This design comes from an exercise in tuning for small area, a short achievable clock period and few clock cycles on the open sky130 flow, not from production work.
RTL that was checked went through simulation tests only; none was proved equivalent to the original.
Power is estimated from default activity; no workload was simulated.

==> job 1787 <==
Design box_blur_engine, start of the top module:
module box_blur_engine (
    input  wire        clk,
    input  wire        rst,
    input  wire        reg_wr,
    input  wire [2:0]  reg_addr,
    input  wire [31:0] reg_wdata,
    output reg  [31:0] reg_rdata,
    output reg         mem_req,
    output reg         mem_we,
    output reg  [15:0] mem_addr,
    output reg  [7:0]  mem_wdata,
    input  wire        mem_ack,
    input  wire [7:0]  mem_rdata,
    output reg         snap_req,
    output reg         snap_we,
    output reg  [13:0] snap_addr,
    output reg  [7:0]  snap_wdata,
    input  wire        snap_ack,
    input  wire [7:0]  snap_rdata
);
clock: 13.0 ns
lec_check: 0
cap_margin: 20
core_margin: 2
core_utilization: 65
slew_margin: 20
standard.sh (not shown) runs the stock make flow with config.mk's settings and CLKGATE_MAP_FILE= SYNTH_SCRIPT=/design/flow/synth_recipe.tcl, a recipe that flattens the netlist after the stock synthesis.
==> flow/flow/run.sh <==
#!/bin/bash
# Standard layout (the standard.sh: ORFS synth .. finish, unchanged synthesis),
# with the resizer asked to keep a larger setup margin at the design's clock.
set -o pipefail
bash standard.sh SETUP_SLACK_MARGIN=6.2 finish > flow_make.log 2>&1
==> job 3475 (differences from job 1787) <==
--- a/flow/design.v
+++ b/flow/design.v
@@ -54,15 +54,12 @@
         !(c_blur | c_bright | c_con | c_gray)                            ? 4'd1 :
         (width[31] | height[31] |
          (c_blur & ((width == 32'd0) | (height == 32'd0))))              ? 4'd2 :
         (c_blur & param[31])                                             ? 4'd3 :
         ((c_bright | c_con) & (&param[30:23]))                           ? 4'd4 : 4'd0;
     reg  signed [33:0] P;
-    reg         mul_init, mul_run, mul_ovf;    
-    wire [4:0]  mi_start = (height[30:5] == 26'd0) ? 5'd4 : 5'd30;
-    wire [4:0]  mi_wr    = (reg_wdata[30:5] == 26'd0) ? 5'd4 : 5'd30;
     wire [31:0] acc_n = {1'b0, P[29:0], 1'b0} + (height[bx[4:0]] ? {1'b0, width[30:0]} : 32'd0);
     wire        len_ok   = (buf_len[1:0] == 2'b00) && (P[29:0] == buf_len[31:2]);
     wire [17:0] bsum     = {1'b0, buf_base[16:0]} + {1'b0, buf_len[16:0]};
     wire        buf_bad  = (|buf_base[31:17]) | (|buf_len[31:17]) | (bsum > 18'd65536);
     wire        snap_bad = op_blur & (buf_len[16:0] > 17'd16384);
     reg  [15:0] moff;
@@ -248,13 +245,12 @@
     wire        s_rd_go   = (s_left_e != 13'd0) && !(nc && nc_sub);
     wire        s_sv_go   = (s_left_e == 13'd0) && sv_e && (hv_e || cap);
     task finish(input [3:0] code);
         begin
             busy     <= 1'b0;
             done     <= 1'b1;
-            mul_init <= 1'b1;
             err      <= code;
             state    <= S_IDLE;
             mem_req  <= 1'b0;
             snap_req <= 1'b0;
         end
     endtask
@@ -279,37 +275,19 @@
             param      <= 32'd0;
             busy       <= 1'b0;
             done       <= 1'b0;
             ovr        <= 1'b0;
             err        <= 4'd0;
             state      <= S_IDLE;
-            mul_init   <= 1'b1;
-            mul_run    <= 1'b0;
             mem_req    <= 1'b0;
             mem_we     <= 1'b0;
             snap_req   <= 1'b0;
             snap_we    <= 1'b0;
             d_busy     <= 1'b0;
             d_done     <= 1'b0;
         end else begin
-            if (mul_init) begin
-                P        <= 34'sd0;
-                bx[4:0]  <= mi_start;
-                mul_run  <= 1'b1;
-                mul_ovf  <= 1'b0;
-                mul_init <= 1'b0;
-            end else if (mul_run && (state == S_IDLE || state == S_MUL)) begin
-                P       <= {2'b00, acc_n};
-                bx[4:0] <= bx[4:0] - 5'd1;
-                if (acc_n[31:30] != 2'b00) begin
-                    mul_ovf <= 1'b1;
-                    mul_run <= 1'b0;
-                end else if (bx[4:0] == 5'd0) begin
-                    mul_run <= 1'b0;
-                end
-            end
             if (reg_wr) begin
                 if (reg_addr == 3'd1) begin
                     if (reg_wdata[2])
                         ovr <= 1'b0;
                 end else if (busy) begin
                     ovr <= 1'b1;
@@ -318,29 +296,21 @@
                         3'd0: begin
                             op   <= op_new;
                             done <= (q_err != 4'd0);
                             err  <= q_err;
                             if (q_err == 4'd0) begin
                                 busy  <= 1'b1;
-                                state <= (mul_run || mul_init) ? S_MUL : S_CHK;
+                                state <= S_MUL;
+                                P     <= 34'sd0;
+                                bx[4:0]    <= (height[30:5] == 26'd0) ? 5'd4 : 5'd30;
                             end
                         end
                         3'd2: buf_base <= reg_wdata;
                         3'd3: buf_len  <= reg_wdata;
                         3'd4: width    <= reg_wdata;
                         3'd5: height   <= reg_wdata;
-                        default: ;
-                    endcase
-                    if (reg_addr == 3'd4 || reg_addr == 3'd5) begin
-                        P        <= 34'sd0;
-                        bx[4:0]  <= (reg_addr == 3'd5) ? mi_wr : mi_start;
-                        mul_run  <= 1'b1;
-                        mul_ovf  <= 1'b0;
-                        mul_init <= 1'b0;
-                    end
-                    case (reg_addr)
                         3'd6: param    <= reg_wdata;
                         default: ;
                     endcase
                 end
             end
             if (d_busy) begin
@@ -365,13 +335,17 @@
                     end
                 end
             end
             case (state)
                 S_IDLE: ;
                 S_MUL: begin
-                    if (!mul_run && !mul_init)
+                    P  <= {2'b00, acc_n};
+                    bx[4:0] <= bx[4:0] - 5'd1;
+                    if (acc_n[31:30] != 2'b00)
+                        finish(4'd5);
+                    else if (bx[4:0] == 5'd0)
                         state <= S_CHK;
                 end
                 S_CHK: begin
                     rd_off <= 17'd0;
                     wr_off <= 16'd0;
                     oc     <= 3'd0;
@@ -399,13 +373,13 @@
                     ras    <= 2'd0;
                     rap    <= (hm1_c < {1'b0, rc_c}) ? height[2:0] : ({1'b0, rc_c[1:0]} + 3'd1);
                     p_left <= 3'd0;
                     p_first <= 1'b1;
                     s_first <= 1'b1;
                     sv_left <= 1'b0;
-                    if (mul_ovf || !len_ok)
+                    if (!len_ok)
                         finish(4'd5);
                     else if (buf_bad)
                         finish(4'd6);
                     else if (snap_bad)
                         finish(4'd7);
                     else if (buf_len[16:0] == 17'd0)
@@ -449,13 +423,13 @@
                                 rd_ch    <= rd_off[1:0];
                                 rd_off   <= rd_nxt;
                             end else begin
                                 mem_req <= 1'b0;
                             end
                         end else begin
-                            if ((op_gray ? (oc_n > 3'd3) : (oc_n > 3'd1)) || (!rd_more && oc_n != 3'd0 && !(mem_req && !mem_we) && !mac_en)) begin
+                            if ((op_gray ? (oc_n > 3'd3) : (oc_n > 3'd1)) || (!rd_more && oc_n != 3'd0)) begin
                                 mem_req   <= 1'b1;
                                 mem_we    <= 1'b1;
                                 mem_addr  <= maddr;
                                 mem_wdata <= wsel;
                                 wr_off    <= wr_nxt;
                             end else begin
- CORE_UTILIZATION: 65 -> 40
==> job 4935 (differences from job 1787) <==
- CORE_UTILIZATION: 65 -> 40
==> run summary <==
	job 3475	job 1787	job 4935
Net Count, Synth	7974	8064	8064
X dimension of the die	391 µm	311 µm	395 µm
Slew at the pin closest to its max-slew limit	1160 ps	1230 ps	1170 ps
Sequential cell area share	23.4%	23.2%	22.8%
Total placed instance area	64000 µm²	64300 µm²	65300 µm²
# clk buffers	111	90	105
Clock network share of area	3.36%	3.44%	3.64%
Fmax achieved	0.145 GHz	0.140 GHz	0.144 GHz
Sum of routed wire segments on met1	101000 µm	86800 µm	102000 µm
Adder-Cell Fraction of Synth Area	18.4%	18.1%	18.1%
Nonclk buf count	479	520	532
Number of enable-type register cells in the synthesized netlist	408	409	409
Reported leakage power	29.2 nW	29.6 nW	29.7 nW
Count of standard-cell rows	142	112	143
Capture point of the critical path	P[31]$_DFFE_PP_	snap_addr[0]$_DFFE_PP_	P[31]$_DFFE_PP_
Buf/Inv on CP	7	4	7
Share of final-layout standard cells stronger than drive strength 1	11.9%	13.9%	14.2%
Crit Reg-Reg Endpoint	P[31]$_DFFE_PP_	snap_addr[0]$_DFFE_PP_	P[31]$_DFFE_PP_
Power of the sequential group	0.00220 W	0.00230 W	0.00231 W
Result of the run	finished clean	finished clean	finished clean
Layout fillers	14400	6712	14600
Testbench counts of job 1787, summed over its fixed seeds: cycles 104,281.
Testbench counts of job 4935, summed over its fixed seeds: cycles 104,281.
The RTL of job 3475 was laid out without a check of its function.

==> inputs of trial 11 <==
Another version of the RTL of box_blur_engine (not shown whole).
Settings: LEC_CHECK=0, CAP_MARGIN=20, CORE_MARGIN=2, CORE_UTILIZATION=40, SLEW_MARGIN=20; clock period 13.0 ns.
==> flow/flow/run.sh <==
#!/bin/bash
# Standard layout (the standard.sh: ORFS synth .. finish, unchanged synthesis),
# with the resizer asked to keep a larger setup margin at the design's clock.
set -o pipefail
bash standard.sh SETUP_SLACK_MARGIN=6.5 finish > flow_make.log 2>&1
==> inputs of build 14, as changes to trial 11 <==
--- a/flow/design.v
+++ b/flow/design.v
@@ -118,16 +118,19 @@
     reg         slot;           
     reg         hv;             
     wire        rd_more = (rd_off < buf_len[16:0]);
     wire [2:0]  oc_n    = oc + {2'd0, (mem_req & mem_ack & !mem_we)} - {2'd0, (mem_req & mem_ack & mem_we)};
     wire [7:0]  wsel    = (op_gray && wr_off[1:0] != 2'd0) ? res : post_out;
     wire [16:0] rd_nxt  = rd_off + ((rd_off[1:0] == 2'd2) ? 17'd2 : 17'd1);
     wire [15:0] wr_nxt  = wr_off + ((wr_off[1:0] == 2'd2) ? 16'd2 : 16'd1);
-    wire [11:0] rc   = (|param[30:12]) ? 12'hfff : param[11:0];    
-    wire        fast = ~|param[30:2];                               
+    wire [11:0] rc_c   = (|param[30:12]) ? 12'hfff : param[11:0];  
+    wire [12:0] hm1_c  = height[12:0] - 13'd1;
+    reg  [11:0] rc;             
+    reg         fast;           
+    reg  [12:0] wm1, hm1;
     reg  [11:0] bx, by;         
     reg  [1:0]  bch;            
     reg  [12:0] cu;             
     reg  [13:0] colp;           
     reg  [15:0] colq;           
     reg  [15:0] prow;           
     reg  [13:0] row_y0;         
@@ -144,23 +147,21 @@
     reg  [2:0]  p_left;         
     reg  [15:0] pix_a;          
     reg         p_first;        
     reg  [12:0] s_left;         
     reg         s_first;        
     reg         sv_left;        
     reg  [7:0]  hb;             
-    wire [12:0] wm1  = width[12:0] - 13'd1;
-    wire [12:0] hm1  = height[12:0] - 13'd1;
     wire [15:0] w4   = {2'b00, width[11:0], 2'b00};
     wire [12:0] cu1  = cu + 13'd1;
-    wire        cu1_in  = (cu1 <= wm1);
-    wire        cu1_rs  = (cu1 <= {1'b0, rc});
+    wire        cu1_in  = (cu < wm1);
+    wire        cu1_rs  = (cu < {1'b0, rc});
     wire        bx_ge   = ({1'b0, bx} >= {1'b0, rc});           
     wire        by_ge   = ({1'b0, by} >= {1'b0, rc});
-    wire        y_grow  = ({2'b0, by} + {2'b0, rc} + 14'd2 <= {1'b0, height[12:0]});
+    wire        y_grow  = ({1'b0, by} + {1'b0, rc} < hm1);
     wire [12:0] ba_n    = ba + (y_grow ? 13'd1 : 13'd0) - (by_ge ? 13'd1 : 13'd0);
     wire [1:0]  ras_n   = ras + (by_ge ? 2'd0 : 2'd1);
     wire [2:0]  rap_n   = rap - (y_grow ? 3'd0 : 3'd1);
     wire        last_x  = ({1'b0, bx} == wm1);
     wire        last_y  = ({1'b0, by} == hm1);
     wire        last_p  = last_x && last_y && (bch == 2'd2);
     wire [13:0] colp4   = colp + 14'd4;
@@ -367,17 +368,21 @@
                     outp   <= buf_base[15:0];
                     row_y0 <= 14'd0;
                     rstart <= 1'b1;
                     subm   <= 1'b0;
                     S      <= 20'd0;
                     C      <= 11'd0;
                     N      <= 13'd0;
-                    ba     <= (hm1 < {1'b0, rc}) ? height[12:0] : ({1'b0, rc} + 13'd1);
+                    rc     <= rc_c;
+                    fast   <= (param[30:2] == 29'd0);
+                    wm1    <= width[12:0] - 13'd1;
+                    hm1    <= hm1_c;
+                    ba     <= (hm1_c < {1'b0, rc_c}) ? height[12:0] : ({1'b0, rc_c} + 13'd1);
                     ras    <= 2'd0;
-                    rap    <= (hm1 < {1'b0, rc}) ? height[2:0] : ({1'b0, rc[1:0]} + 3'd1);
+                    rap    <= (hm1_c < {1'b0, rc_c}) ? height[2:0] : ({1'b0, rc_c[1:0]} + 3'd1);
                     p_left <= 3'd0;
                     p_first <= 1'b1;
                     s_first <= 1'b1;
                     sv_left <= 1'b0;
                     if (!len_ok)
                         finish(4'd5);
                     else if (buf_bad)
@@ -385,17 +390,17 @@
                     else if (snap_bad)
                         finish(4'd7);
                     else if (buf_len[16:0] == 17'd0)
                         finish(4'd0);
                     else if (op_blur) begin
                         if (param[30:0] == 31'd0 || (width[12:0] == 13'd1 && height[12:0] == 13'd1))
                             finish(4'd0);
-                        else if (fast) begin
+                        else if (param[30:2] == 29'd0) begin
                             state   <= S_BRD;
-                            p_left  <= (hm1 < {1'b0, rc}) ? height[2:0] : ({1'b0, rc[1:0]} + 3'd1);
+                            p_left  <= (hm1_c < {1'b0, rc_c}) ? height[2:0] : ({1'b0, rc_c[1:0]} + 3'd1);
                             pix_a   <= buf_base[15:0];
                             s_left  <= 13'd0;
                             sv_left <= 1'b1;
                         end else begin
                             state    <= S_CP;
                             mem_req  <= 1'b1;
                             mem_we   <= 1'b0;
==> flow/run.sh (new file) <==
#!/bin/bash
# synth_recipe.tcl (not shown) runs the flow's synth.tcl, then flattens the netlist and writes it again
# the make line also repeats each setting of config.mk as NAME=value (left out here)
make -C /OpenROAD-flow-scripts/flow DESIGN_CONFIG=/design/flow/config.mk WORK_HOME=/design/flow/orfs CLKGATE_MAP_FILE= SYNTH_SCRIPT=/design/flow/synth_recipe.tcl finish
Settings changed: SETUP_SLACK_MARGIN set to 5.
removed: flow/flow/run.sh
removed: flow/standard.sh
==> inputs of trial 72, as changes to trial 11 <==
--- a/flow/design.v
+++ b/flow/design.v
@@ -118,16 +118,19 @@
     reg         slot;           
     reg         hv;             
     wire        rd_more = (rd_off < buf_len[16:0]);
     wire [2:0]  oc_n    = oc + {2'd0, (mem_req & mem_ack & !mem_we)} - {2'd0, (mem_req & mem_ack & mem_we)};
     wire [7:0]  wsel    = (op_gray && wr_off[1:0] != 2'd0) ? res : post_out;
     wire [16:0] rd_nxt  = rd_off + ((rd_off[1:0] == 2'd2) ? 17'd2 : 17'd1);
     wire [15:0] wr_nxt  = wr_off + ((wr_off[1:0] == 2'd2) ? 16'd2 : 16'd1);
-    wire [11:0] rc   = (|param[30:12]) ? 12'hfff : param[11:0];    
-    wire        fast = ~|param[30:2];                               
+    wire [11:0] rc_c   = (|param[30:12]) ? 12'hfff : param[11:0];  
+    wire [12:0] hm1_c  = height[12:0] - 13'd1;
+    reg  [11:0] rc;             
+    reg         fast;           
+    reg  [12:0] wm1, hm1;
     reg  [11:0] bx, by;         
     reg  [1:0]  bch;            
     reg  [12:0] cu;             
     reg  [13:0] colp;           
     reg  [15:0] colq;           
     reg  [15:0] prow;           
     reg  [13:0] row_y0;         
@@ -144,23 +147,21 @@
     reg  [2:0]  p_left;         
     reg  [15:0] pix_a;          
     reg         p_first;        
     reg  [12:0] s_left;         
     reg         s_first;        
     reg         sv_left;        
     reg  [7:0]  hb;             
-    wire [12:0] wm1  = width[12:0] - 13'd1;
-    wire [12:0] hm1  = height[12:0] - 13'd1;
     wire [15:0] w4   = {2'b00, width[11:0], 2'b00};
     wire [12:0] cu1  = cu + 13'd1;
-    wire        cu1_in  = (cu1 <= wm1);
-    wire        cu1_rs  = (cu1 <= {1'b0, rc});
+    wire        cu1_in  = (cu < wm1);
+    wire        cu1_rs  = (cu < {1'b0, rc});
     wire        bx_ge   = ({1'b0, bx} >= {1'b0, rc});           
     wire        by_ge   = ({1'b0, by} >= {1'b0, rc});
-    wire        y_grow  = ({2'b0, by} + {2'b0, rc} + 14'd2 <= {1'b0, height[12:0]});
+    wire        y_grow  = ({1'b0, by} + {1'b0, rc} < hm1);
     wire [12:0] ba_n    = ba + (y_grow ? 13'd1 : 13'd0) - (by_ge ? 13'd1 : 13'd0);
     wire [1:0]  ras_n   = ras + (by_ge ? 2'd0 : 2'd1);
     wire [2:0]  rap_n   = rap - (y_grow ? 3'd0 : 3'd1);
     wire        last_x  = ({1'b0, bx} == wm1);
     wire        last_y  = ({1'b0, by} == hm1);
     wire        last_p  = last_x && last_y && (bch == 2'd2);
     wire [13:0] colp4   = colp + 14'd4;
@@ -367,17 +368,21 @@
                     outp   <= buf_base[15:0];
                     row_y0 <= 14'd0;
                     rstart <= 1'b1;
                     subm   <= 1'b0;
                     S      <= 20'd0;
                     C      <= 11'd0;
                     N      <= 13'd0;
-                    ba     <= (hm1 < {1'b0, rc}) ? height[12:0] : ({1'b0, rc} + 13'd1);
+                    rc     <= rc_c;
+                    fast   <= (param[30:2] == 29'd0);
+                    wm1    <= width[12:0] - 13'd1;
+                    hm1    <= hm1_c;
+                    ba     <= (hm1_c < {1'b0, rc_c}) ? height[12:0] : ({1'b0, rc_c} + 13'd1);
                     ras    <= 2'd0;
-                    rap    <= (hm1 < {1'b0, rc}) ? height[2:0] : ({1'b0, rc[1:0]} + 3'd1);
+                    rap    <= (hm1_c < {1'b0, rc_c}) ? height[2:0] : ({1'b0, rc_c[1:0]} + 3'd1);
                     p_left <= 3'd0;
                     p_first <= 1'b1;
                     s_first <= 1'b1;
                     sv_left <= 1'b0;
                     if (!len_ok)
                         finish(4'd5);
                     else if (buf_bad)
@@ -385,17 +390,17 @@
                     else if (snap_bad)
                         finish(4'd7);
                     else if (buf_len[16:0] == 17'd0)
                         finish(4'd0);
                     else if (op_blur) begin
                         if (param[30:0] == 31'd0 || (width[12:0] == 13'd1 && height[12:0] == 13'd1))
                             finish(4'd0);
-                        else if (fast) begin
+                        else if (param[30:2] == 29'd0) begin
                             state   <= S_BRD;
-                            p_left  <= (hm1 < {1'b0, rc}) ? height[2:0] : ({1'b0, rc[1:0]} + 3'd1);
+                            p_left  <= (hm1_c < {1'b0, rc_c}) ? height[2:0] : ({1'b0, rc_c[1:0]} + 3'd1);
                             pix_a   <= buf_base[15:0];
                             s_left  <= 13'd0;
                             sv_left <= 1'b1;
                         end else begin
                             state    <= S_CP;
                             mem_req  <= 1'b1;
                             mem_we   <= 1'b0;
==> flow/run.sh (new file) <==
#!/bin/bash
# synth_recipe.tcl (not shown) runs the flow's synth.tcl, then flattens the netlist and writes it again
# the make line also repeats each setting of config.mk as NAME=value (left out here)
make -C /OpenROAD-flow-scripts/flow DESIGN_CONFIG=/design/flow/config.mk WORK_HOME=/design/flow/orfs CLKGATE_MAP_FILE= SYNTH_SCRIPT=/design/flow/synth_recipe.tcl finish
removed: flow/flow/run.sh
removed: flow/standard.sh
==> run summary <==
quantity	build 14	trial 11	trial 72
Vias in the first global route	52700	55200	52700
Multi-input logic portion of the cell area	57.4%	58.9%	57.5%
Tot GR Track Use	29.1%	29.7%	28.9%
Worst setup slack before clock tree synthesis	3720 ps	3630 ps	3910 ps
Worst Reg2Reg Path Length in Cells	27	45	38
Number of buffers inserted during clock tree synthesis	87	84	87
Non-Filler Instances	9285	9685	9258
Summed area of non-filler cells in the final layout	69500 um2	74500 um2	68900 um2
RSZ-0062 raised after global routing	false	true	false
Result of the run	finished clean	finished clean	finished clean
Met1 layer wirelength in the final routing	98200 um	100000 um	98100 um
Seq cells post-synth	701	662	701
Start point of the worst hold path	rd_ch[0]$_DFFE_PP_	outp[0]$_DFFE_PP_	rd_ch[1]$_DFFE_PP_
P_sw	1670 uW	1980 uW	1650 uW
Switch share	28.5%	32.0%	28.3%
Count of flip-flops with a built-in enable after synthesis	489	450	489
Worst setup skew after layout	82.6 ps	79.7 ps	67.9 ps
Half-perimeter wire length after detailed placement	180000 um	172000 um	179000 um
Largest net degree at the start of global routing	176	104	80
Worst vdd rail ir drop	0.000120 V	0.000114 V	0.000105 V
Dpl cell area	65800 um2	65700 um2	65800 um2
Testbench counts of build 14, summed over its fixed seeds: cycles 104,857.
Testbench counts of trial 72, summed over its fixed seeds: cycles 104,857.
Only the layout flow was run in trial 11; the RTL was not checked for function there.

==> what the ideal ports hide <==
In the flow no input, the clock included, has a driving cell. The finished layouts below were timed again as built, in two steps.
Step 1: set_driving_cell puts a clkbuf_16 on clk and a buf_2 on each other input, an assumption about the parent block.
Step 2 moves the port delays by t, midway between the first and last clock arrival at a register: inputs arrive t later, outputs are due t later. That takes back most of the time a late clock gives input paths.
Slacks: ideal ports / drivers / drivers and shift; pairs: ideal ports / drivers.
| run | t, ns | slack for setup (ns) | worst setup path after step 2 | worst slew at a driven data input, ns |
|---|---|---|---|---|
| job 1787 | 0.750 | 5.835 / 5.835 / 5.630 | input to register | 0.11 |
| job 3475 | 0.752 | 6.114 / 6.114 / 5.566 | input to register | 0.14 |
| job 4935 | 0.787 | 6.052 / 6.052 / 5.579 | input to register | 0.10 |
| trial 11 | 0.805 | 4.643 / 4.643 / 4.643 | register to register | 0.10 |
| build 14 | 0.807 | 5.160 / 5.136 / 4.391 | input to register | 0.12 |
| trial 72 | 0.782 | 3.896 / 3.896 / 3.749 | input to register | 0.11 |
After both steps setup and hold are still met in every run listed. The setup slack of build 14, which loses most, moves by -0.024 ns with the drivers and by -0.769 ns with both steps.
